What follows belongs to an exercise in optimizing a design on an open flow for small area, a short achievable clock period and few clock cycles; a production flow would make more cautious choices. Where RTL was checked, it was by simulation tests only, not by an equivalence proof against the original. No functional check of the RTL was part of run 1.

==> flow/design.v <==
module tcore (
    input  wire        clk,
    input  wire        rst,
    input  wire        req_valid,
    input  wire        req_we,
    input  wire [8:0]  req_addr,
    input  wire [31:0] req_wdata,
    output reg         rsp_valid,
    output reg  [31:0] rsp_rdata
);
    localparam [2:0] E_NONE    = 3'd0;
    localparam [2:0] E_ILLEGAL = 3'd1;
    localparam [2:0] E_OPERAND = 3'd2;
    localparam [2:0] E_BOUNDS  = 3'd3;
    localparam [2:0] E_TRYTE   = 3'd4;
    localparam [2:0] E_TRIT    = 3'd5;
    localparam [2:0] E_INCOVF  = 3'd6;
    localparam [3:0] S_IDLE   = 4'd0;
    localparam [3:0] S_LAUNCH = 4'd1;
    localparam [3:0] S_MRD    = 4'd2;
    localparam [3:0] S_DEC    = 4'd3;
    localparam [3:0] S_ENC    = 4'd4;
    localparam [3:0] S_ADD    = 4'd5;
    localparam [3:0] S_ADDF   = 4'd6;
    localparam [3:0] S_INC    = 4'd7;
    localparam [3:0] S_INCW   = 4'd8;
    localparam [3:0] S_SCANY  = 4'd9;
    localparam [3:0] S_SCANT  = 4'd10;
    genvar k, r, j;
    integer ik, ir;
    reg [191:0] tm;         
    reg [255:0] ym;         
    reg [31:0] opa, opb, opc, opd;
    reg [31:0] result;
    reg [2:0]  err;
    reg        err_any;
    reg [6:0]  faddr;
    reg [7:0]  esum;        
    reg [3:0]  state;
    reg [2:0]  op_r;        
    reg        ill_r;
    reg        mrd_tm;      
    reg [6:0]  trp;         
    reg [4:0]  yrp;         
    reg [6:0]  twp;         
    reg [15:0] twd;         
    reg [7:0]  twe;         
    reg [4:0]  ywp;
    reg [15:0] ywd;
    reg [1:0]  ywe;
    reg [6:0]  rem;         
    reg [15:0] wr_win;      
    reg [30:0] an;          
    reg        acy;         
    reg [6:0]  wbase;       
    reg        ifirst;      
    reg [1:0]  inc_v;       
    reg        skipchk;     
    wire [3:0]  trow  = trp[6:3];
    wire [3:0]  trow1 = trp[6:3] + 4'd1;
    wire [15:0] tbank;
    wire [15:0] tlane;
    generate
        for (k = 0; k < 8; k = k + 1) begin : g_trd
            wire [31:0] bv;
            for (r = 0; r < 16; r = r + 1) begin : g_row
                if (r < 12) begin : g_in
                    assign bv[2*r +: 2] = tm[2*(8*r+k) +: 2];
                end else begin : g_out
                    assign bv[2*r +: 2] = 2'b00;
                end
            end
            wire [3:0] rr = (k < trp[2:0]) ? trow1 : trow;
            assign tbank[2*k +: 2] = bv[2*rr +: 2];
        end
        for (j = 0; j < 8; j = j + 1) begin : g_tlane
            wire [2:0] bj = trp[2:0] + j;
            assign tlane[2*j +: 2] = tbank[2*bj +: 2];
        end
    endgenerate
    wire [127:0] yb0v, yb1v;
    generate
        for (r = 0; r < 16; r = r + 1) begin : g_ybv
            assign yb0v[8*r +: 8] = ym[8*(2*r)   +: 8];
            assign yb1v[8*r +: 8] = ym[8*(2*r+1) +: 8];
        end
    endgenerate
    wire [4:0] y0row = {1'b0, yrp[4:1]} + {4'd0, yrp[0]};
    wire [7:0] yb0 = y0row[4] ? 8'h00 : yb0v[8*y0row[3:0] +: 8];
    wire [7:0] yb1 = yb1v[8*yrp[4:1] +: 8];
    wire [7:0] ylane0 = yrp[0] ? yb1 : yb0;
    wire [7:0] ylane1 = yrp[0] ? yb0 : yb1;
    wire [4:0]  twrow1 = {1'b0, twp[6:3]} + 5'd1;
    wire [7:0]  t_wen;
    wire [39:0] t_wrow;
    wire [15:0] t_wdat;
    generate
        for (k = 0; k < 8; k = k + 1) begin : g_twr
            wire [2:0] lk = k - twp[2:0];
            assign t_wen[k] = twe[lk];
            assign t_wdat[2*k +: 2] = twd[2*lk +: 2];
            assign t_wrow[5*k +: 5] = (k < twp[2:0]) ? twrow1 : {1'b0, twp[6:3]};
        end
    endgenerate
    wire       y_wen0 = ywp[0] ? ywe[1] : ywe[0];
    wire       y_wen1 = ywp[0] ? ywe[0] : ywe[1];
    wire [7:0] y_wd0  = ywp[0] ? ywd[15:8] : ywd[7:0];
    wire [7:0] y_wd1  = ywp[0] ? ywd[7:0]  : ywd[15:8];
    wire [4:0] y_wr0  = {1'b0, ywp[4:1]} + {4'd0, ywp[0]};
    wire [4:0] y_wr1  = {1'b0, ywp[4:1]};
    always @(posedge clk) begin
        for (ik = 0; ik < 8; ik = ik + 1)
            for (ir = 0; ir < 12; ir = ir + 1)
                if (t_wen[ik] && t_wrow[5*ik +: 5] == ir)
                    tm[2*(8*ir+ik) +: 2] <= t_wdat[2*ik +: 2];
        for (ir = 0; ir < 16; ir = ir + 1) begin
            if (y_wen0 && y_wr0 == ir) ym[8*(2*ir)   +: 8] <= y_wd0;
            if (y_wen1 && y_wr1 == ir) ym[8*(2*ir+1) +: 8] <= y_wd1;
        end
    end
    wire wpend = (|twe) || (|ywe);
    function automatic tryte_ok(input [7:0] c);
        tryte_ok = (c == 8'h39) || (c >= 8'h41 && c <= 8'h5A);
    endfunction
    function automatic [5:0] tryte_dec(input [7:0] c);
        reg [4:0] i;
        begin
            i = c[6] ? c[4:0] : 5'd0;
            case (i)
                5'd0:  tryte_dec = {2'b00, 2'b00, 2'b00};
                5'd1:  tryte_dec = {2'b00, 2'b00, 2'b01};
                5'd2:  tryte_dec = {2'b00, 2'b01, 2'b11};
                5'd3:  tryte_dec = {2'b00, 2'b01, 2'b00};
                5'd4:  tryte_dec = {2'b00, 2'b01, 2'b01};
                5'd5:  tryte_dec = {2'b01, 2'b11, 2'b11};
                5'd6:  tryte_dec = {2'b01, 2'b11, 2'b00};
                5'd7:  tryte_dec = {2'b01, 2'b11, 2'b01};
                5'd8:  tryte_dec = {2'b01, 2'b00, 2'b11};
                5'd9:  tryte_dec = {2'b01, 2'b00, 2'b00};
                5'd10: tryte_dec = {2'b01, 2'b00, 2'b01};
                5'd11: tryte_dec = {2'b01, 2'b01, 2'b11};
                5'd12: tryte_dec = {2'b01, 2'b01, 2'b00};
                5'd13: tryte_dec = {2'b01, 2'b01, 2'b01};
                5'd14: tryte_dec = {2'b11, 2'b11, 2'b11};
                5'd15: tryte_dec = {2'b11, 2'b11, 2'b00};
                5'd16: tryte_dec = {2'b11, 2'b11, 2'b01};
                5'd17: tryte_dec = {2'b11, 2'b00, 2'b11};
                5'd18: tryte_dec = {2'b11, 2'b00, 2'b00};
                5'd19: tryte_dec = {2'b11, 2'b00, 2'b01};
                5'd20: tryte_dec = {2'b11, 2'b01, 2'b11};
                5'd21: tryte_dec = {2'b11, 2'b01, 2'b00};
                5'd22: tryte_dec = {2'b11, 2'b01, 2'b01};
                5'd23: tryte_dec = {2'b00, 2'b11, 2'b11};
                5'd24: tryte_dec = {2'b00, 2'b11, 2'b00};
                5'd25: tryte_dec = {2'b00, 2'b11, 2'b01};
                5'd26: tryte_dec = {2'b00, 2'b00, 2'b11};
                default: tryte_dec = 6'b000000;
            endcase
        end
    endfunction
    function automatic [7:0] tryte_enc(input [5:0] t);
        case (t)
                6'b111111: tryte_enc = 8'h4E;
                6'b111100: tryte_enc = 8'h4F;
                6'b111101: tryte_enc = 8'h50;
                6'b110011: tryte_enc = 8'h51;
                6'b110000: tryte_enc = 8'h52;
                6'b110001: tryte_enc = 8'h53;
                6'b110111: tryte_enc = 8'h54;
                6'b110100: tryte_enc = 8'h55;
                6'b110101: tryte_enc = 8'h56;
                6'b001111: tryte_enc = 8'h57;
                6'b001100: tryte_enc = 8'h58;
                6'b001101: tryte_enc = 8'h59;
                6'b000011: tryte_enc = 8'h5A;
                6'b000000: tryte_enc = 8'h39;
                6'b000001: tryte_enc = 8'h41;
                6'b000111: tryte_enc = 8'h42;
                6'b000100: tryte_enc = 8'h43;
                6'b000101: tryte_enc = 8'h44;
                6'b011111: tryte_enc = 8'h45;
                6'b011100: tryte_enc = 8'h46;
                6'b011101: tryte_enc = 8'h47;
                6'b010011: tryte_enc = 8'h48;
                6'b010000: tryte_enc = 8'h49;
                6'b010001: tryte_enc = 8'h4A;
                6'b010111: tryte_enc = 8'h4B;
                6'b010100: tryte_enc = 8'h4C;
                6'b010101: tryte_enc = 8'h4D;
            default: tryte_enc = 8'h39;
        endcase
    endfunction
    function automatic [1:0] add3(input [1:0] x, input [1:0] y);
        case ({x, y})
            4'b0000: add3 = 2'd0;
            4'b0001: add3 = 2'd1;
            4'b0010: add3 = 2'd2;
            4'b0100: add3 = 2'd1;
            4'b0101: add3 = 2'd2;
            4'b0110: add3 = 2'd0;
            4'b1000: add3 = 2'd2;
            4'b1001: add3 = 2'd0;
            4'b1010: add3 = 2'd1;
            default: add3 = 2'd0;
        endcase
    endfunction
    wire [31:0] an32 = {1'b0, an};
    wire [31:0] pv;           
    generate
        for (k = 0; k < 16; k = k + 1) begin : g_pv
            wire [1:0] pr = an32[2*(15-k) +: 2];
            assign pv[2*k +: 2] = (pr == 2'b11) ? 2'b00 : pr;
        end
    endgenerate
    wire [31:0] ps0 = pv;
    wire [31:0] ps1, ps2, ps3, ps4;
    generate
        for (k = 0; k < 16; k = k + 1) begin : g_sk
            if ((k & 1) != 0) begin : g1a
                assign ps1[2*k +: 2] = add3(ps0[2*k +: 2], ps0[2*(k-1) +: 2]);
            end else begin : g1b
                assign ps1[2*k +: 2] = ps0[2*k +: 2];
            end
            if ((k & 2) != 0) begin : g2a
                assign ps2[2*k +: 2] = add3(ps1[2*k +: 2], ps1[2*((k & ~3) + 1) +: 2]);
            end else begin : g2b
                assign ps2[2*k +: 2] = ps1[2*k +: 2];
            end
            if ((k & 4) != 0) begin : g3a
                assign ps3[2*k +: 2] = add3(ps2[2*k +: 2], ps2[2*((k & ~7) + 3) +: 2]);
            end else begin : g3b
                assign ps3[2*k +: 2] = ps2[2*k +: 2];
            end
            if ((k & 8) != 0) begin : g4a
                assign ps4[2*k +: 2] = add3(ps3[2*k +: 2], ps3[2*7 +: 2]);
            end else begin : g4b
                assign ps4[2*k +: 2] = ps3[2*k +: 2];
            end
        end
    endgenerate
    wire [31:0] aq;
    generate
        for (k = 0; k < 16; k = k + 1) begin : g_q
            wire [1:0] rin;
            if (k == 0) begin : g0
                assign rin = 2'b00;
            end else begin : gn
                assign rin = ps4[2*(k-1) +: 2];
            end
            wire [1:0] b = an32[2*(15-k) +: 2];
            assign aq[2*(15-k) +: 2] = (rin == 2'd0) ? {1'b0, b[1] & b[0]} :
                                       (rin == 2'd1) ? {b[1], ~b[1]} :
                                                       {1'b1, b[1] | b[0]};
        end
    endgenerate
    wire [1:0]  a_r   = ps4[2*15 +: 2];         
    wire [30:0] a_q   = aq[30:0];               
    wire [1:0]  a_u   = add3(a_r, {1'b0, acy});
    wire        a_cdv = (a_r == 2'd2) && acy;
    wire [1:0]  a_t   = wr_win[1:0];
    reg  [1:0]  a_dn;
    reg         a_ovf;
    always @(*) begin
        case ({a_t, a_u})
            4'b1100: begin a_dn = 2'b11; a_ovf = 1'b0; end   
            4'b1101: begin a_dn = 2'b00; a_ovf = 1'b0; end   
            4'b1110: begin a_dn = 2'b01; a_ovf = 1'b0; end   
            4'b0000: begin a_dn = 2'b00; a_ovf = 1'b0; end   
            4'b0001: begin a_dn = 2'b01; a_ovf = 1'b0; end   
            4'b0010: begin a_dn = 2'b11; a_ovf = 1'b1; end   
            4'b0100: begin a_dn = 2'b01; a_ovf = 1'b0; end   
            4'b0101: begin a_dn = 2'b11; a_ovf = 1'b1; end   
            4'b0110: begin a_dn = 2'b00; a_ovf = 1'b1; end   
            default: begin a_dn = 2'b00; a_ovf = 1'b0; end
        endcase
    end
    wire        a_cn  = a_cdv | a_ovf;
    wire        a_term = (an[30:2] == 29'd0) && (an[1:0] != 2'b11) && !a_cn;
    wire [7:0] i_end;
    generate
        for (j = 0; j < 8; j = j + 1) begin : g_iend
            assign i_end[j] = (rem == j) || (wr_win[2*j +: 2] != 2'b01);
        end
    endgenerate
    wire [7:0] i_before;        
    assign i_before[0] = 1'b0;
    generate
        for (j = 1; j < 8; j = j + 1) begin : g_ibef
            assign i_before[j] = |i_end[j-1:0];
        end
    endgenerate
    wire [7:0] i_first = i_end & ~i_before;
    wire       i_found = |i_end;
    reg  [1:0] i_te;
    reg  [2:0] i_e;
    reg        i_atlen;
    always @(*) begin
        i_te = 2'b00;
        i_e = 3'd0;
        i_atlen = 1'b0;
        for (ik = 0; ik < 8; ik = ik + 1)
            if (i_first[ik]) begin
                i_te = wr_win[2*ik +: 2];
                i_e = ik;
                i_atlen = (rem == ik);
            end
    end
    wire [1:0] i_tn = i_te + 2'b01;
    wire lnch_idle = (state == S_IDLE) && req_valid && req_we && (req_addr == 9'h000);
    wire launch    = (lnch_idle && !wpend) || (state == S_LAUNCH);
    wire [2:0] in_op  = req_wdata[2:0];
    wire       in_ill = (req_wdata[31:3] != 29'd0) || (in_op == 3'd0) || (in_op > 3'd5);
    wire [2:0] l_op  = (state == S_LAUNCH) ? op_r : in_op;
    wire       l_ill = (state == S_LAUNCH) ? ill_r : in_ill;
    wire neg_a = opa[31], neg_b = opb[31], neg_c = opc[31], neg_d = opd[31];
    wire hi7_a = |opa[30:7];
    wire hi7_b = |opb[30:7];
    wire hi7_c = |opc[30:7];
    wire hi6_a = |opa[30:6];
    wire hi6_b = |opb[30:6];
    wire hi6_c = |opc[30:6];
    wire bnd_t96 = hi7_a || hi7_c || (esum > 8'd96);             
    wire bnd_y32 = hi6_a || hi6_c || (esum > 8'd32);             
    wire [8:0] dec_dend = {2'b00, opb[6:0]} + {3'b000, opc[5:0]} + {2'b00, opc[5:0], 1'b0};
    wire bnd_dec = bnd_y32 || hi7_b || (dec_dend > 9'd96);
    wire [8:0] enc_dend = {2'b00, opc[6:0]} + {3'b000, opb[5:0]} + {2'b00, opb[5:0], 1'b0};
    wire bnd_enc = bnd_t96 || hi6_b || (enc_dend > 9'd96);
    wire x1_ok = (opa == 32'h00000000) || (opa == 32'h00000001) || (opa == 32'hFFFFFFFF);
    wire x2_ok = (opb == 32'h00000000) || (opb == 32'h00000001) || (opb == 32'hFFFFFFFF);
    reg [31:0] tt_out;
    always @(*) begin
        case ({opa[1:0], opb[1:0]})
            {2'b11, 2'b11}: tt_out = 32'h00000001;
            {2'b00, 2'b11}: tt_out = 32'h00000001;
            {2'b01, 2'b11}: tt_out = 32'hFFFFFFFF;
            {2'b11, 2'b00}: tt_out = 32'h00000000;
            {2'b00, 2'b00}: tt_out = 32'hFFFFFFFF;
            {2'b01, 2'b00}: tt_out = 32'h00000001;
            {2'b11, 2'b01}: tt_out = 32'hFFFFFFFF;
            {2'b00, 2'b01}: tt_out = 32'h00000000;
            {2'b01, 2'b01}: tt_out = 32'h00000000;
            default:        tt_out = 32'h00000000;
        endcase
    end
    wire [95:0] t_bad;
    wire [31:0] y_bad;
    generate
        for (j = 0; j < 96; j = j + 1) begin : g_tb
            assign t_bad[j] = tm[2*j+1] && !tm[2*j];
        end
        for (j = 0; j < 32; j = j + 1) begin : g_yb
            assign y_bad[j] = !tryte_ok(ym[8*j +: 8]);
        end
    endgenerate
    wire t_inv = (|t_bad) && !skipchk;
    wire y_inv = (|y_bad) && !skipchk;
    wire [11:0] dec_lanes = {tryte_dec(ylane1), tryte_dec(ylane0)};
    wire [6:0]  enc_rem = (state == S_ENC) ? rem : opc[6:0];
    wire [11:0] enc_t;
    generate
        for (j = 0; j < 6; j = j + 1) begin : g_encm
            assign enc_t[2*j +: 2] = (enc_rem > j) ? tlane[2*j +: 2] : 2'b00;
        end
    endgenerate
    wire [15:0] enc_codes = {tryte_enc(enc_t[11:6]), tryte_enc(enc_t[5:0])};
    reg [31:0] rd_reg;
    always @(*) begin
        rd_reg = 32'h00000000;
        if (req_addr[8:3] == 6'd0) begin
            case (req_addr[2:0])
                3'd1: rd_reg = opa;
                3'd2: rd_reg = opb;
                3'd3: rd_reg = opc;
                3'd4: rd_reg = opd;
                3'd5: rd_reg = result;
                3'd6: rd_reg = {27'd0, err_any, 1'b0, err};
                3'd7: rd_reg = {25'd0, faddr};
                default: rd_reg = 32'h00000000;
            endcase
        end
    end
    wire a_tm = (req_addr[8:7] == 2'b10) && (req_addr[6:0] < 7'd96);
    wire a_ym = (req_addr[8:7] == 2'b11) && (req_addr[6:5] == 2'b00);
    task automatic finish_cmd;
        begin
            rsp_valid <= 1'b1;
            state     <= S_IDLE;
            trp       <= opa[6:0];
            yrp       <= opa[4:0];
        end
    endtask
    task automatic fault(input [2:0] cause, input [6:0] where);
        begin
            result  <= 32'h00000000;
            err     <= cause;
            err_any <= 1'b1;
            faddr   <= where;
            finish_cmd;
        end
    endtask
    task automatic complete(input [31:0] res);
        begin
            result <= res;
            err    <= E_NONE;
            faddr  <= 7'd0;
            finish_cmd;
        end
    endtask
    always @(posedge clk) begin
        twe <= 8'd0;
        ywe <= 2'd0;
        rsp_valid <= 1'b0;
        if (rst) begin
            opa     <= 32'h0;
            opb     <= 32'h0;
            opc     <= 32'h0;
            opd     <= 32'h0;
            result  <= 32'h0;
            err     <= E_NONE;
            err_any <= 1'b0;
            faddr   <= 7'd0;
            esum    <= 8'd0;
            state   <= S_IDLE;
            op_r    <= 3'd0;
            ill_r   <= 1'b0;
            skipchk <= 1'b0;
            mrd_tm  <= 1'b0;
            trp     <= 7'd0;
            yrp     <= 5'd0;
            rsp_rdata <= 32'h0;
        end else begin
            case (state)
                S_IDLE: begin
                    if (req_valid) begin
                        if (req_we && req_addr == 9'h000) begin
                            op_r  <= in_op;
                            ill_r <= in_ill;
                            if (wpend)
                                state <= S_LAUNCH;
                        end else if (req_we) begin
                            case (req_addr)
                                9'h001: begin
                                    opa  <= req_wdata;
                                    trp  <= req_wdata[6:0];
                                    yrp  <= req_wdata[4:0];
                                    esum <= {1'b0, req_wdata[6:0]} + {1'b0, opc[6:0]};
                                end
                                9'h002: opb <= req_wdata;
                                9'h003: begin
                                    opc  <= req_wdata;
                                    esum <= {1'b0, opa[6:0]} + {1'b0, req_wdata[6:0]};
                                end
                                9'h004: opd <= req_wdata;
                                default: ;
                            endcase
                            if (a_tm) begin
                                twp <= req_addr[6:0];
                                twd <= {14'd0, req_wdata[1:0]};
                                twe <= 8'h01;
                            end
                            if (a_ym) begin
                                ywp <= req_addr[4:0];
                                ywd <= {8'd0, req_wdata[7:0]};
                                ywe <= 2'b01;
                            end
                            rsp_valid <= 1'b1;
                        end else begin
                            if (a_tm || a_ym) begin
                                mrd_tm <= a_tm;
                                trp    <= req_addr[6:0];
                                yrp    <= req_addr[4:0];
                                state  <= S_MRD;
                            end else begin
                                rsp_rdata <= rd_reg;
                                rsp_valid <= 1'b1;
                            end
                        end
                    end
                end
                S_MRD: begin
                    rsp_rdata <= mrd_tm ? {30'd0, tlane[1:0]} : {24'd0, ylane0};
                    finish_cmd;
                end
                S_DEC: begin
                    twp <= twp + 7'd6;
                    twd <= {4'd0, dec_lanes};
                    twe <= {2'b00, {3{rem > 7'd1}}, 3'b111};
                    yrp <= yrp + 5'd2;
                    rem <= rem - 7'd2;
                    if (rem <= 7'd2)
                        complete(32'h0);
                end
                S_ENC: begin
                    ywp <= ywp + 5'd2;
                    ywd <= enc_codes;
                    ywe <= {rem > 7'd3, 1'b1};
                    trp <= trp + 7'd6;
                    rem <= rem - 7'd6;
                    if (rem <= 7'd6)
                        complete(32'h0);
                end
                S_ADD: begin
                    twp <= wbase;
                    wbase <= wbase + 7'd1;
                    twd <= {14'd0, a_dn};
                    twe <= 8'h01;
                    an  <= a_q;
                    acy <= a_cn;
                    wr_win <= tlane;
                    trp <= trp + 7'd1;
                    rem <= rem - 7'd1;
                    if (a_term)
                        complete(32'h0);
                    else if (rem == 7'd1)
                        state <= S_ADDF;
                end
                S_ADDF: begin
                    complete({1'b0, an} + {31'd0, acy});
                end
                S_INC: begin
                    if (!i_found) begin
                        wr_win <= tlane;
                        trp    <= trp + 7'd8;
                        rem    <= rem - 7'd8;
                        wbase  <= wbase + 7'd8;
                        ifirst <= 1'b0;
                    end else if (i_atlen && esum == 8'd96) begin
                        fault(E_BOUNDS, 7'd0);
                    end else if (i_te == 2'b10) begin
                        fault(E_TRIT, wbase + {4'd0, i_e});
                    end else if (i_atlen && i_te == 2'b01) begin
                        fault(E_INCOVF, wbase + {4'd0, i_e});
                    end else if (ifirst) begin
                        twp <= opa[6:0];
                        for (ik = 0; ik < 8; ik = ik + 1)
                            twd[2*ik +: 2] <= i_first[ik] ? i_tn : 2'b11;
                        twe <= ~i_before;
                        complete(32'h0);
                    end else begin
                        inc_v <= i_tn;
                        rem   <= wbase + {4'd0, i_e} - opa[6:0];
                        wbase <= opa[6:0];
                        state <= S_INCW;
                    end
                end
                S_INCW: begin
                    twp <= wbase;
                    for (ik = 0; ik < 8; ik = ik + 1)
                        twd[2*ik +: 2] <= (rem == ik) ? inc_v : 2'b11;
                    for (ik = 0; ik < 8; ik = ik + 1)
                        twe[ik] <= (rem >= ik);
                    wbase <= wbase + 7'd8;
                    rem   <= rem - 7'd8;
                    if (rem < 7'd8)
                        complete(32'h0);
                end
                S_SCANY: begin
                    if (rem == 7'd0) begin
                        yrp     <= opa[4:0];
                        skipchk <= 1'b1;
                        state   <= S_LAUNCH;
                    end else if (!tryte_ok(ylane0))
                        fault(E_TRYTE, {2'b00, yrp});
                    else begin
                        yrp <= yrp + 5'd1;
                        rem <= rem - 7'd1;
                    end
                end
                S_SCANT: begin
                    if (rem == 7'd0) begin
                        trp     <= opa[6:0];
                        skipchk <= 1'b1;
                        state   <= S_LAUNCH;
                    end else if (tlane[1:0] == 2'b10)
                        fault(E_TRIT, trp);
                    else begin
                        trp <= trp + 7'd1;
                        rem <= rem - 7'd1;
                    end
                end
                default: state <= S_IDLE;
            endcase
            if (launch) begin
                twp    <= opb[6:0];
                twd    <= {4'd0, dec_lanes};
                ywp    <= opb[4:0];
                ywd    <= enc_codes;
                wr_win <= tlane;
                an     <= opd[30:0];
                acy    <= 1'b0;
                wbase  <= opa[6:0];
                ifirst <= 1'b1;
                result <= 32'h0;
                err    <= E_NONE;
                faddr  <= 7'd0;
                skipchk <= 1'b0;
                if (l_ill) begin
                    fault(E_ILLEGAL, 7'd0);
                end else begin
                    case (l_op)
                        3'd1: begin  
                            if (neg_a || neg_b || neg_c)
                                fault(E_OPERAND, 7'd0);
                            else if (bnd_dec)
                                fault(E_BOUNDS, 7'd0);
                            else if (y_inv) begin
                                rem   <= opc[6:0];
                                state <= S_SCANY;
                            end
                            else begin
                                twe <= {2'b00, {3{opc[5:0] > 6'd1}}, {3{opc[5:0] != 6'd0}}};
                                if (opc[5:0] <= 6'd2)
                                    complete(32'h0);
                                else begin
                                    yrp   <= yrp + 5'd2;
                                    rem   <= opc[6:0] - 7'd2;
                                    state <= S_DEC;
                                end
                            end
                        end
                        3'd2: begin  
                            if (neg_a || neg_b || neg_c)
                                fault(E_OPERAND, 7'd0);
                            else if (bnd_enc)
                                fault(E_BOUNDS, 7'd0);
                            else if (t_inv) begin
                                rem   <= opc[6:0];
                                state <= S_SCANT;
                            end
                            else begin
                                ywe <= {opc[6:0] > 7'd3, opc[6:0] != 7'd0};
                                if (opc[6:0] <= 7'd6)
                                    complete(32'h0);
                                else begin
                                    trp   <= trp + 7'd6;
                                    rem   <= opc[6:0] - 7'd6;
                                    state <= S_ENC;
                                end
                            end
                        end
                        3'd3: begin  
                            if (neg_a || neg_c || neg_d)
                                fault(E_OPERAND, 7'd0);
                            else if (bnd_t96)
                                fault(E_BOUNDS, 7'd0);
                            else if (t_inv) begin
                                rem   <= opc[6:0];
                                state <= S_SCANT;
                            end
                            else if (opc[6:0] == 7'd0)
                                complete(opd);
                            else begin
                                trp    <= trp + 7'd1;
                                rem    <= opc[6:0];
                                state  <= S_ADD;
                            end
                        end
                        3'd4: begin  
                            if (neg_a || neg_c)
                                fault(E_OPERAND, 7'd0);
                            else if (bnd_t96)
                                fault(E_BOUNDS, 7'd0);
                            else begin
                                trp    <= trp + 7'd8;
                                rem    <= opc[6:0];
                                state  <= S_INC;
                            end
                        end
                        3'd5: begin  
                            if (!x1_ok || !x2_ok)
                                fault(E_OPERAND, 7'd0);
                            else
                                complete(tt_out);
                        end
                        default: fault(E_ILLEGAL, 7'd0);
                    endcase
                end
            end
        end
    end
endmodule
==> flow/run.sh <==
#!/bin/bash
# synth_recipe.tcl (not shown) runs the flow's synth.tcl, then flattens the netlist and writes it again
# the make line also repeats each setting of config.mk as NAME=value (left out here)
make -C /OpenROAD-flow-scripts/flow DESIGN_CONFIG=/design/flow/config.mk WORK_HOME=/design/flow/orfs CLKGATE_MAP_FILE= SYNTH_SCRIPT=/design/flow/synth_recipe.tcl finish
==> flow/config.mk <==
export PLATFORM = sky130hd
export DESIGN_NAME = tcore
export DESIGN_NICKNAME = tcore
export VERILOG_FILES = /design/flow/design.v
export SDC_FILE = /design/flow/constraint.sdc
export NUM_CORES = 4
export LEC_CHECK = 0
export CAP_MARGIN = 20
export CORE_MARGIN = 2
export CORE_UTILIZATION = 50
export PLACE_DENSITY = 0.65
export SLEW_MARGIN = 20
==> flow/constraint.sdc <==
create_clock -name core_clock -period 11.0 [get_ports {clk}]
set_input_delay 2.2000 -clock core_clock [delete_from_list [all_inputs] [get_ports {clk}]]
set_output_delay 2.2000 -clock core_clock [all_outputs]
set_load 0.01 [all_outputs]
==> results.yml, run 1 <==
setup_path:
  setup.worst_path.end_class: "flip-flop"
  cp-start-kind: "flip-flop"
  arrival_ps: 7890
  crit_type: "flip-flop to flip-flop"
  required_ps: 11500
  crit_fanout: 38
clocking:
  clkSinkCount: 800
  clk_pin_slew_ps: 60
  root_buffer: "clkbuf_16"
  post_cts_buffers: 0
  cts_resized: 0
  cts_tree: "built"
  postCtsHoldBufs: 0
  cts_htree_levels: 3
  clock_latency_ps: 720
  cts.path.max_buffers: 3
  numCtsBuffers: 89
die:
  dieHeight_um: 330.8
  rows: 119
  dieWidth_um: 330.8
  fp.dieArea_sq_um: 109500
  core-area_sq_um: 105600
  io_pins: 78
  initial_utilization: 0.5060
detailed_routing:
  num_vias: 49880
  drt_wl_total_um: 224500
  first_iter_violations: 7545
  drc: 0
  dr.pass1.iters: 9
  drt-vias-per-instance: 6.994
  ant_nets: 0
  wire_per_inst_um: 31.48
placed_design:
  post-dp-hpwl_um: 168900
  place_inst: 6968
  placed_area_sq_um: 55540
  gp_congestion: 1.052
  port_buffers: 77
layout:
  fin_area_sq_um: 58660
  area_growth_pct: 9.820
  final_cells: 7132
  drive_gt1_frac: 0.1091
  num-fill-cells: 9514
  nNetsFinal: 5880
worst_hold_path:
  hold_class: "flip-flop to flip-flop"
logic_synthesis:
  ys_ff_latch: 800
  synth_cell_type_count: 106
  synth_nets: 5942
  synth_enable_flop_cells: 556
  ys.flop_type: "edfxtp_1"
  yosys.area.top_type: "edfxtp_1"
  synth.most_common_cell: "nand2_1"
  netlist_instances: 5730
  syn_avg_cell_area_sq_um: 9.322
  async_reset_ff_frac: 0
  yosysTopAreaCellShare: 0.3126
  synthesis.area_sq_um: 53410
  ys_top_cells_by_area: "edfxtp_1 (31%), dfxtp_1 (9.1%), mux4_2 (6.8%), nand2_1 (5.0%), a21oi_1 (4.7%)"
  synth_common_cells: "nand2_1 (716), edfxtp_1 (556), nor2_1 (538)"
  synth-seq-area-share: 0.4040
  yosysWarnings: 1
grt:
  grt_max_degree: 191
  antenna_found_initial: 6
  grt_pass1_vias: 46160
  grt_pass1_wl_um: 321600
  track_usage: 0.4004
  overflow: 0
flow_run:
  maxCapViolCount: 0
sta:
  finalSetupTns_ps: 0
  setup_viol: 0
  final.min_clock_period_ps: 7397
  finalClockSkew_ps: 59.66
  tightestPinTransition_ps: 1246
  fmax_ghz: 0.1352
  period_share: 0.6725
  slew_viol_final: 0
  hold_viol_final: 0
  hold_slack_ps: 457.9
  rsz0062_at_grt: "false"
  max-slew-margin-rel: 0.1480
outcome:
  outcome: "complete, no violations"
==> final timing paths <==
kind | from | endpoint | slack [ps] | depth (start not counted)
min | rsp_rdata[7] | rsp_rdata[7] | 460 | 2
max | an[27] | result[8] | 3600 | 23
min reg2reg | rsp_rdata[7] | rsp_rdata[7] | 460 | 2
max reg2reg | an[27] | result[8] | 3600 | 23
==> placed cells by master, fill, tap and decap left out, types with 141 or more instances in the layout <==
cell type / synthesis / layout
a21oi_1: 500 / 500
dfxtp_1: 244 / 240
edfxtp_1: 556 / 556
ha_1: 152 / 149
inv_1: 188 / 187
mux4_2: 162 / 162
nand2_1: 716 / 714
nor2_1: 538 / 534
nor3_1: 144 / 141
o21ai_0: 292 / 291
==> worst max-delay path: stages, from the launching register on <==
cell and delay, ps:
edfxtp_1 460, inv_1 140, ha_1 240, or2_2 290
a21oi_1 280, o21ai_0 120, a32o_1 230, a21oi_1 730
o311a_1 730, a31oi_1 190, a211o_1 320, a22oi_1 400
ha_1 330, nand2_1 80, a21oi_1 110, nor2b_1 200
inv_1 60, a2111o_1 490, and3_4 270, nor4b_4 260
buf_4 430, a21boi_4 240, buf_4 420, a211oi_1 150
==> stage by stage <==
step                        util  setup WS, ps
after floorplan                -          4046
after global placement    0.5261          3401
after detailed placement  0.5262          3382
after CTS                 0.5554          3688
after global routing      0.5557          3216
final                     0.5557          3603
==> per-layer routing <==
metal  global-route usage  vias to the layer above  wire length [um]
met5                    0                        -                66
met4               0.2168                        8             14630
met3              0.09714                      700             25590
met2               0.6073                     3348             97590
met1               0.5283                    24290             86670
li1                     -                    21540                 -
==> registers in the layout, summed over array words and instances (netlist names), 4 cells and up <==
| register | count |
|---|---|
| ym | 256 |
| tm | 192 |
| opa | 32 |
| opb | 32 |
| opc | 32 |
| opd | 32 |
| result | 32 |
| rsp_rdata | 32 |
| an | 31 |
| twd | 16 |
| wr_win | 16 |
| ywd | 15 |
| esum | 8 |
| twe | 8 |
| faddr | 7 |
| rem | 7 |
| trp | 7 |
| twp | 7 |
| wbase | 7 |
| yrp | 5 |
| ywp | 5 |
| state | 4 |
==> kinds of logic after synthesis <==
logic type,synth area share
adders and majority gates,0.04160
xor gates and xnor gates,0.01834
muxes,0.1088
AOI/OAI and AO/OA,0.2020
DFF,0.4040
and+or+nand+nor,0.1833
buffers and inverters,0.04193
==> layout make-up <==
class	count	area, sq um	area share
clock inverters	47	609.3	0.01039
multi-input cells	4371	29730	0.5069
clock buffers	116	2481	0.04230
inverters	198	743.2	0.01267
diodes	1	2.502	0.00004266
flip-flops and latches	800	21590	0.3681
repair buffers	208	1757	0.02995
well taps	1391	1740	0.02967
==> run 2: changes to the inputs <==
--- a/flow/design.v
+++ b/flow/design.v
@@ -55,7 +55,6 @@
     reg [6:0]  wbase;       
     reg        ifirst;      
     reg [1:0]  inc_v;       
-    reg        skipchk;     
     wire [3:0]  trow  = trp[6:3];
     wire [3:0]  trow1 = trp[6:3] + 4'd1;
     wire [15:0] tbank;
@@ -90,7 +89,6 @@
     wire [7:0] yb1 = yb1v[8*yrp[4:1] +: 8];
     wire [7:0] ylane0 = yrp[0] ? yb1 : yb0;
     wire [7:0] ylane1 = yrp[0] ? yb0 : yb1;
-    wire [4:0]  twrow1 = {1'b0, twp[6:3]} + 5'd1;
     wire [7:0]  t_wen;
     wire [39:0] t_wrow;
     wire [15:0] t_wdat;
@@ -99,7 +97,7 @@
             wire [2:0] lk = k - twp[2:0];
             assign t_wen[k] = twe[lk];
             assign t_wdat[2*k +: 2] = twd[2*lk +: 2];
-            assign t_wrow[5*k +: 5] = (k < twp[2:0]) ? twrow1 : {1'b0, twp[6:3]};
+            assign t_wrow[5*k +: 5] = {1'b0, twp[6:3]} + ((k < twp[2:0]) ? 5'd1 : 5'd0);
         end
     endgenerate
     wire       y_wen0 = ywp[0] ? ywe[1] : ywe[0];
@@ -158,51 +156,24 @@
             endcase
         end
     endfunction
+    function automatic [1:0] tplus(input [1:0] t);
+        tplus = (t == 2'b01) ? 2'd2 : (t == 2'b11) ? 2'd0 : 2'd1;
+    endfunction
     function automatic [7:0] tryte_enc(input [5:0] t);
-        case (t)
-                6'b111111: tryte_enc = 8'h4E;
-                6'b111100: tryte_enc = 8'h4F;
-                6'b111101: tryte_enc = 8'h50;
-                6'b110011: tryte_enc = 8'h51;
-                6'b110000: tryte_enc = 8'h52;
-                6'b110001: tryte_enc = 8'h53;
-                6'b110111: tryte_enc = 8'h54;
-                6'b110100: tryte_enc = 8'h55;
-                6'b110101: tryte_enc = 8'h56;
-                6'b001111: tryte_enc = 8'h57;
-                6'b001100: tryte_enc = 8'h58;
-                6'b001101: tryte_enc = 8'h59;
-                6'b000011: tryte_enc = 8'h5A;
-                6'b000000: tryte_enc = 8'h39;
-                6'b000001: tryte_enc = 8'h41;
-                6'b000111: tryte_enc = 8'h42;
-                6'b000100: tryte_enc = 8'h43;
-                6'b000101: tryte_enc = 8'h44;
-                6'b011111: tryte_enc = 8'h45;
-                6'b011100: tryte_enc = 8'h46;
-                6'b011101: tryte_enc = 8'h47;
-                6'b010011: tryte_enc = 8'h48;
-                6'b010000: tryte_enc = 8'h49;
-                6'b010001: tryte_enc = 8'h4A;
-                6'b010111: tryte_enc = 8'h4B;
-                6'b010100: tryte_enc = 8'h4C;
-                6'b010101: tryte_enc = 8'h4D;
-            default: tryte_enc = 8'h39;
-        endcase
+        reg [4:0] w;      
+        reg [4:0] vn;
+        begin
+            w  = {3'd0, tplus(t[1:0])} + 5'd3 * {3'd0, tplus(t[3:2])} + 5'd9 * {3'd0, tplus(t[5:4])};
+            vn = (w < 5'd13) ? w + 5'd14 : w - 5'd13;
+            tryte_enc = (vn == 5'd0) ? 8'h39 : {3'b010, vn};
+        end
     endfunction
     function automatic [1:0] add3(input [1:0] x, input [1:0] y);
-        case ({x, y})
-            4'b0000: add3 = 2'd0;
-            4'b0001: add3 = 2'd1;
-            4'b0010: add3 = 2'd2;
-            4'b0100: add3 = 2'd1;
-            4'b0101: add3 = 2'd2;
-            4'b0110: add3 = 2'd0;
-            4'b1000: add3 = 2'd2;
-            4'b1001: add3 = 2'd0;
-            4'b1010: add3 = 2'd1;
-            default: add3 = 2'd0;
-        endcase
+        reg [2:0] s;
+        begin
+            s = x + y;
+            add3 = (s >= 3) ? s - 3'd3 : s[1:0];
+        end
     endfunction
     wire [31:0] an32 = {1'b0, an};
     wire [31:0] pv;           
@@ -258,22 +229,10 @@
     wire [1:0]  a_u   = add3(a_r, {1'b0, acy});
     wire        a_cdv = (a_r == 2'd2) && acy;
     wire [1:0]  a_t   = wr_win[1:0];
-    reg  [1:0]  a_dn;
-    reg         a_ovf;
-    always @(*) begin
-        case ({a_t, a_u})
-            4'b1100: begin a_dn = 2'b11; a_ovf = 1'b0; end   
-            4'b1101: begin a_dn = 2'b00; a_ovf = 1'b0; end   
-            4'b1110: begin a_dn = 2'b01; a_ovf = 1'b0; end   
-            4'b0000: begin a_dn = 2'b00; a_ovf = 1'b0; end   
-            4'b0001: begin a_dn = 2'b01; a_ovf = 1'b0; end   
-            4'b0010: begin a_dn = 2'b11; a_ovf = 1'b1; end   
-            4'b0100: begin a_dn = 2'b01; a_ovf = 1'b0; end   
-            4'b0101: begin a_dn = 2'b11; a_ovf = 1'b1; end   
-            4'b0110: begin a_dn = 2'b00; a_ovf = 1'b1; end   
-            default: begin a_dn = 2'b00; a_ovf = 1'b0; end
-        endcase
-    end
+    wire [2:0]  a_s   = {1'b0, tplus(a_t)} + {1'b0, a_u};
+    wire        a_ovf = (a_s > 3'd2);
+    wire [1:0]  a_dn  = (a_s == 3'd0 || a_s == 3'd3) ? 2'b11 :
+                        (a_s == 3'd1 || a_s == 3'd4) ? 2'b00 : 2'b01;
     wire        a_cn  = a_cdv | a_ovf;
     wire        a_term = (an[30:2] == 29'd0) && (an[1:0] != 2'b11) && !a_cn;
     wire [7:0] i_end;
@@ -323,8 +282,9 @@
     wire bnd_y32 = hi6_a || hi6_c || (esum > 8'd32);             
     wire [8:0] dec_dend = {2'b00, opb[6:0]} + {3'b000, opc[5:0]} + {2'b00, opc[5:0], 1'b0};
     wire bnd_dec = bnd_y32 || hi7_b || (dec_dend > 9'd96);
-    wire [8:0] enc_dend = {2'b00, opc[6:0]} + {3'b000, opb[5:0]} + {2'b00, opb[5:0], 1'b0};
-    wire bnd_enc = bnd_t96 || hi6_b || (enc_dend > 9'd96);
+    wire [6:0] enc_g = (opc[6:0] + 7'd2) / 7'd3;
+    wire [7:0] enc_dend = {2'b00, opb[5:0]} + {1'b0, enc_g};
+    wire bnd_enc = bnd_t96 || hi6_b || (enc_dend > 8'd32);
     wire x1_ok = (opa == 32'h00000000) || (opa == 32'h00000001) || (opa == 32'hFFFFFFFF);
     wire x2_ok = (opb == 32'h00000000) || (opb == 32'h00000001) || (opb == 32'hFFFFFFFF);
     reg [31:0] tt_out;
@@ -342,18 +302,36 @@
             default:        tt_out = 32'h00000000;
         endcase
     end
+    wire [11:0] m_gt_h, m_eq_h, m_lt_eh, m_eq_eh;
+    wire [7:0]  m_ge_l, m_lt_el;
+    generate
+        for (r = 0; r < 12; r = r + 1) begin : g_mh
+            assign m_gt_h[r]  = (r >  opa[6:3]);
+            assign m_eq_h[r]  = (r == opa[6:3]);
+            assign m_lt_eh[r] = (r <  esum[7:3]);
+            assign m_eq_eh[r] = (r == esum[7:3]);
+        end
+        for (j = 0; j < 8; j = j + 1) begin : g_ml
+            assign m_ge_l[j]  = (j >= opa[2:0]);
+            assign m_lt_el[j] = (j <  esum[2:0]);
+        end
+    endgenerate
     wire [95:0] t_bad;
     wire [31:0] y_bad;
     generate
-        for (j = 0; j < 96; j = j + 1) begin : g_tb
-            assign t_bad[j] = tm[2*j+1] && !tm[2*j];
-        end
-        for (j = 0; j < 32; j = j + 1) begin : g_yb
-            assign y_bad[j] = !tryte_ok(ym[8*j +: 8]);
+        for (r = 0; r < 12; r = r + 1) begin : g_tb
+            for (j = 0; j < 8; j = j + 1) begin : g_tbl
+                wire inw = (m_gt_h[r] || (m_eq_h[r] && m_ge_l[j])) &&
+                           (m_lt_eh[r] || (m_eq_eh[r] && m_lt_el[j]));
+                assign t_bad[8*r+j] = inw && tm[2*(8*r+j)+1] && !tm[2*(8*r+j)];
+                if (r < 4) begin : g_yb
+                    assign y_bad[8*r+j] = inw && !tryte_ok(ym[8*(8*r+j) +: 8]);
+                end
+            end
         end
     endgenerate
-    wire t_inv = (|t_bad) && !skipchk;
-    wire y_inv = (|y_bad) && !skipchk;
+    wire t_inv = |t_bad;
+    wire y_inv = |y_bad;
     wire [11:0] dec_lanes = {tryte_dec(ylane1), tryte_dec(ylane0)};
     wire [6:0]  enc_rem = (state == S_ENC) ? rem : opc[6:0];
     wire [11:0] enc_t;
@@ -423,7 +401,6 @@
             state   <= S_IDLE;
             op_r    <= 3'd0;
             ill_r   <= 1'b0;
-            skipchk <= 1'b0;
             mrd_tm  <= 1'b0;
             trp     <= 7'd0;
             yrp     <= 5'd0;
@@ -500,8 +477,7 @@
                         complete(32'h0);
                 end
                 S_ADD: begin
-                    twp <= wbase;
-                    wbase <= wbase + 7'd1;
+                    twp <= twp + 7'd1;
                     twd <= {14'd0, a_dn};
                     twe <= 8'h01;
                     an  <= a_q;
@@ -555,45 +531,20 @@
                         complete(32'h0);
                 end
                 S_SCANY: begin
-                    if (rem == 7'd0) begin
-                        yrp     <= opa[4:0];
-                        skipchk <= 1'b1;
-                        state   <= S_LAUNCH;
-                    end else if (!tryte_ok(ylane0))
+                    if (!tryte_ok(ylane0))
                         fault(E_TRYTE, {2'b00, yrp});
-                    else begin
+                    else
                         yrp <= yrp + 5'd1;
-                        rem <= rem - 7'd1;
-                    end
                 end
                 S_SCANT: begin
-                    if (rem == 7'd0) begin
-                        trp     <= opa[6:0];
-                        skipchk <= 1'b1;
-                        state   <= S_LAUNCH;
-                    end else if (tlane[1:0] == 2'b10)
+                    if (tlane[1:0] == 2'b10)
                         fault(E_TRIT, trp);
-                    else begin
+                    else
                         trp <= trp + 7'd1;
-                        rem <= rem - 7'd1;
-                    end
                 end
                 default: state <= S_IDLE;
             endcase
             if (launch) begin
-                twp    <= opb[6:0];
-                twd    <= {4'd0, dec_lanes};
-                ywp    <= opb[4:0];
-                ywd    <= enc_codes;
-                wr_win <= tlane;
-                an     <= opd[30:0];
-                acy    <= 1'b0;
-                wbase  <= opa[6:0];
-                ifirst <= 1'b1;
-                result <= 32'h0;
-                err    <= E_NONE;
-                faddr  <= 7'd0;
-                skipchk <= 1'b0;
                 if (l_ill) begin
                     fault(E_ILLEGAL, 7'd0);
                 end else begin
@@ -603,11 +554,11 @@
                                 fault(E_OPERAND, 7'd0);
                             else if (bnd_dec)
                                 fault(E_BOUNDS, 7'd0);
-                            else if (y_inv) begin
-                                rem   <= opc[6:0];
+                            else if (y_inv)
                                 state <= S_SCANY;
-                            end
                             else begin
+                                twp <= opb[6:0];
+                                twd <= {4'd0, dec_lanes};
                                 twe <= {2'b00, {3{opc[5:0] > 6'd1}}, {3{opc[5:0] != 6'd0}}};
                                 if (opc[5:0] <= 6'd2)
                                     complete(32'h0);
@@ -623,11 +574,11 @@
                                 fault(E_OPERAND, 7'd0);
                             else if (bnd_enc)
                                 fault(E_BOUNDS, 7'd0);
-                            else if (t_inv) begin
-                                rem   <= opc[6:0];
+                            else if (t_inv)
                                 state <= S_SCANT;
-                            end
                             else begin
+                                ywp <= opb[4:0];
+                                ywd <= enc_codes;
                                 ywe <= {opc[6:0] > 7'd3, opc[6:0] != 7'd0};
                                 if (opc[6:0] <= 7'd6)
                                     complete(32'h0);
@@ -643,14 +594,16 @@
                                 fault(E_OPERAND, 7'd0);
                             else if (bnd_t96)
                                 fault(E_BOUNDS, 7'd0);
-                            else if (t_inv) begin
-                                rem   <= opc[6:0];
+                            else if (t_inv)
                                 state <= S_SCANT;
-                            end
                             else if (opc[6:0] == 7'd0)
                                 complete(opd);
                             else begin
+                                wr_win <= tlane;
                                 trp    <= trp + 7'd1;
+                                twp    <= opa[6:0] - 7'd1;
+                                an     <= opd[30:0];
+                                acy    <= 1'b0;
                                 rem    <= opc[6:0];
                                 state  <= S_ADD;
                             end
@@ -661,8 +614,11 @@
                             else if (bnd_t96)
                                 fault(E_BOUNDS, 7'd0);
                             else begin
+                                wr_win <= tlane;
                                 trp    <= trp + 7'd8;
                                 rem    <= opc[6:0];
+                                wbase  <= opa[6:0];
+                                ifirst <= 1'b1;
                                 state  <= S_INC;
                             end
                         end
--- a/flow/config.mk
+++ b/flow/config.mk
@@ -7,6 +7,6 @@
 export LEC_CHECK = 0
 export CAP_MARGIN = 20
 export CORE_MARGIN = 2
-export CORE_UTILIZATION = 50
-export PLACE_DENSITY = 0.65
+export CORE_UTILIZATION = 30
+export PLACE_DENSITY = 0.5
 export SLEW_MARGIN = 20
==> results.yml, run 2 <==
outcome:
  outcome: "complete, no violations"
layout:
  final_common_cell: "nand2_1"
  largest_reg_flops: 256
  regMostFlops: "ym"
  final_cells: 8896
  nNetsFinal: 6572
  reg_top3: "ym x256, tm x192"
  drive_gt1_frac: 0.1047
  fin_area_sq_um: 65040
  area_growth_pct: 12.27
  final_util: 0.3385
  final_cell_mix: "nand2_1 (748), edfxtp_1 (557), a21oi_1 (544)"
sta:
  slew_viol_final: 0
  setup_viol: 0
  final.min_clock_period_ps: 10330
  max-slew-margin-rel: 0.1365
  rsz0062_at_grt: "false"
  period_share: 0.9387
  hold_viol_final: 0
  tightestPinTransition_ps: 1282
  setup_slack_ps: 674.8
  finalSetupTns_ps: 0
  fmax_ghz: 0.09685
  finalClockSkew_ps: 116.6
clocking:
  cts_tree: "built"
  postCtsHoldBufs: 0
  clk_pin_slew_ps: 60
  clock_latency_ps: 800
  post_cts_buffers: 0
  root_buffer: "clkbuf_16"
  cts.path.max_buffers: 3
  cts_resized: 0
  cts_htree_levels: 3
  numCtsBuffers: 98
  clkSinkCount: 800
placed_design:
  post-dp-hpwl_um: 205000
  pre_cts_slack_ps: 746.6
  gp_congestion: 1.046
  port_buffers: 77
  place_inst: 8708
  placed_area_sq_um: 61570
setup_path:
  required_ps: 11670
  arrival_ps: 11000
  crit_type: "flip-flop to flip-flop"
  cp_common_cell: "ha_1"
  reg2reg_depth: 39
  crit_buf_inv: 4
  crit_fanout: 28
  setup.worst_path.end_class: "flip-flop"
  cp-start-kind: "flip-flop"
  crit_slowest_cell: "edfxtp_1"
  cp.depth: 39
  max_stage_delay_ps: 520
  path_delay_family: "adder cells"
logic_synthesis:
  synthesis.area_sq_um: 57940
  synth_cell_type_count: 114
  synth.most_common_cell: "nand2_1"
  yosys.area.top_type: "edfxtp_1"
  synth-seq-area-share: 0.3727
  ys_top_cells_by_area: "edfxtp_1 (29%), dfxtp_1 (8.4%), mux4_2 (5.1%), nand2_1 (4.8%), a21oi_1 (4.7%)"
  synth_common_cells: "nand2_1 (748), edfxtp_1 (557), a21oi_1 (544)"
  synthMuxAreaShare: 0.09632
  synth_enable_flop_cells: 557
  ys_ff_latch: 800
  yosys.area_share.simple: 0.1925
  async_reset_ff_frac: 0
  netlist_instances: 6350
  ys.flop_type: "edfxtp_1"
  synth_fa_ha_area_frac: 0.06038
  synth_compound_area_frac: 0.2141
  synth_top_family_by_area: "compound AO/OA/AOI/OAI gates"
  syn_avg_cell_area_sq_um: 9.124
  synth_xor_area_frac: 0.01935
  synth_nets: 6640
  yosysTopAreaCellShare: 0.2887
  yosysWarnings: 1
detailed_routing:
  ant_nets: 0
  dr.pass1.iters: 7
  drc: 0
  drt-vias-per-instance: 6.156
  num_vias: 54770
  wire_per_inst_um: 30.85
  drt_wl_total_um: 274400
  first_iter_violations: 6734
grt:
  track_usage: 0.2698
  grt_pass1_wl_um: 388900
  grt_pass1_vias: 52460
  antenna_found_initial: 14
  grt_max_degree: 93
  overflow: 0
die:
  dieWidth_um: 443.5
  initial_utilization: 0.3015
  dieHeight_um: 443.5
  io_pins: 78
  fp.dieArea_sq_um: 196600
  rows: 161
  core-area_sq_um: 192200
worst_hold_path:
  hold_class: "flip-flop to flip-flop"
  worst_hold_path.num_cells: 2
flow_run:
  maxCapViolCount: 0
[run 2: layout make-up]
type                       count  area [sq um]
multi-input combinational   4911         33890
sequential                   800         21600
fill                       19880        127100
timing repair buffer         261          2138
clock inverter                55         733.2
antenna                        7         17.52
tap                         2526          3161
inverter                     210         793.3
clock buffer                 126          2711
[run 2: worst paths after layout]
kind | startpoint | to | slack, ps
worst max-delay path | an[27] | result[2] | 670
worst min-delay path | rsp_rdata[30] | rsp_rdata[30] | 450
worst min register to register | rsp_rdata[30] | rsp_rdata[30] | 450
worst max register to register | an[27] | result[2] | 670
[run 2: per-layer routing]
metal | GRT usage | up-vias | share of wire
li1 | - | 24000 | -
met1 | 0.3453 | 27290 | 0.40
met2 | 0.4247 | 2846 | 0.45
met3 | 0.04697 | 622 | 0.080
met4 | 0.1630 | 10 | 0.069
met5 | 0 | - | 0.00025
[run 2: cells by family (layout without fill, tap and decap cells)]
family | Yosys count | count (layout)
muxes | 378 | 378
other | 0 | 7
and+or+nand+nor | 2280 | 2280
buffers and inverters | 639 | 652
adders and majority gates | 250 | 250
DFF | 800 | 800
xor gates and xnor gates | 128 | 128
AOI/OAI and AO/OA | 1875 | 1875
[run 2: tightest hold or removal path, stage by stage, from the launching register on]
cell and delay [ps]:
dfxtp_1 310, nand2_1 50, a21oi_1 50
[run 2: through the flow]
stage | hold slack, ps
2_1_floorplan | 431.9
3_3_place_gp | 440.1
3_5_place_dp | 446.8
4_1_cts | 455.6
5_1_grt | 473.9
6_report | 453.1
Testbench counts of run 2, summed over its fixed seeds: cycles 17,805.

-- port drivers added, routing unchanged --
How much do the figures lean on ideal ports? The routed layouts below were timed once more, with nothing changed but the port constraints.
Step 1: set_driving_cell puts a clkbuf_16 on clk and a buf_2 on each other input, an assumption about the parent block.
Step 2 moves the port delays by t, midway between the first and last clock arrival at a register: inputs arrive t later, outputs are due t later. That takes back most of the time a late clock gives input paths.
Slacks: ideal / step 1 / step 2; pairs: ideal / step 1.
run	shift t [ns]	setup WS [ns]	latest minus earliest clock arrival (ns)	worst slew at a driven data input, ns
run 1	0.772	3.603 / 3.603 / 2.985	0.059 / 0.059	0.07
run 2	0.833	0.675 / 0.675 / 0.675	0.117 / 0.117	0.07
After both steps every run listed still meets setup and hold. For run 1, which loses most, drivers alone change the setup slack by 0.000 ns; drivers and shift together by -0.618 ns.
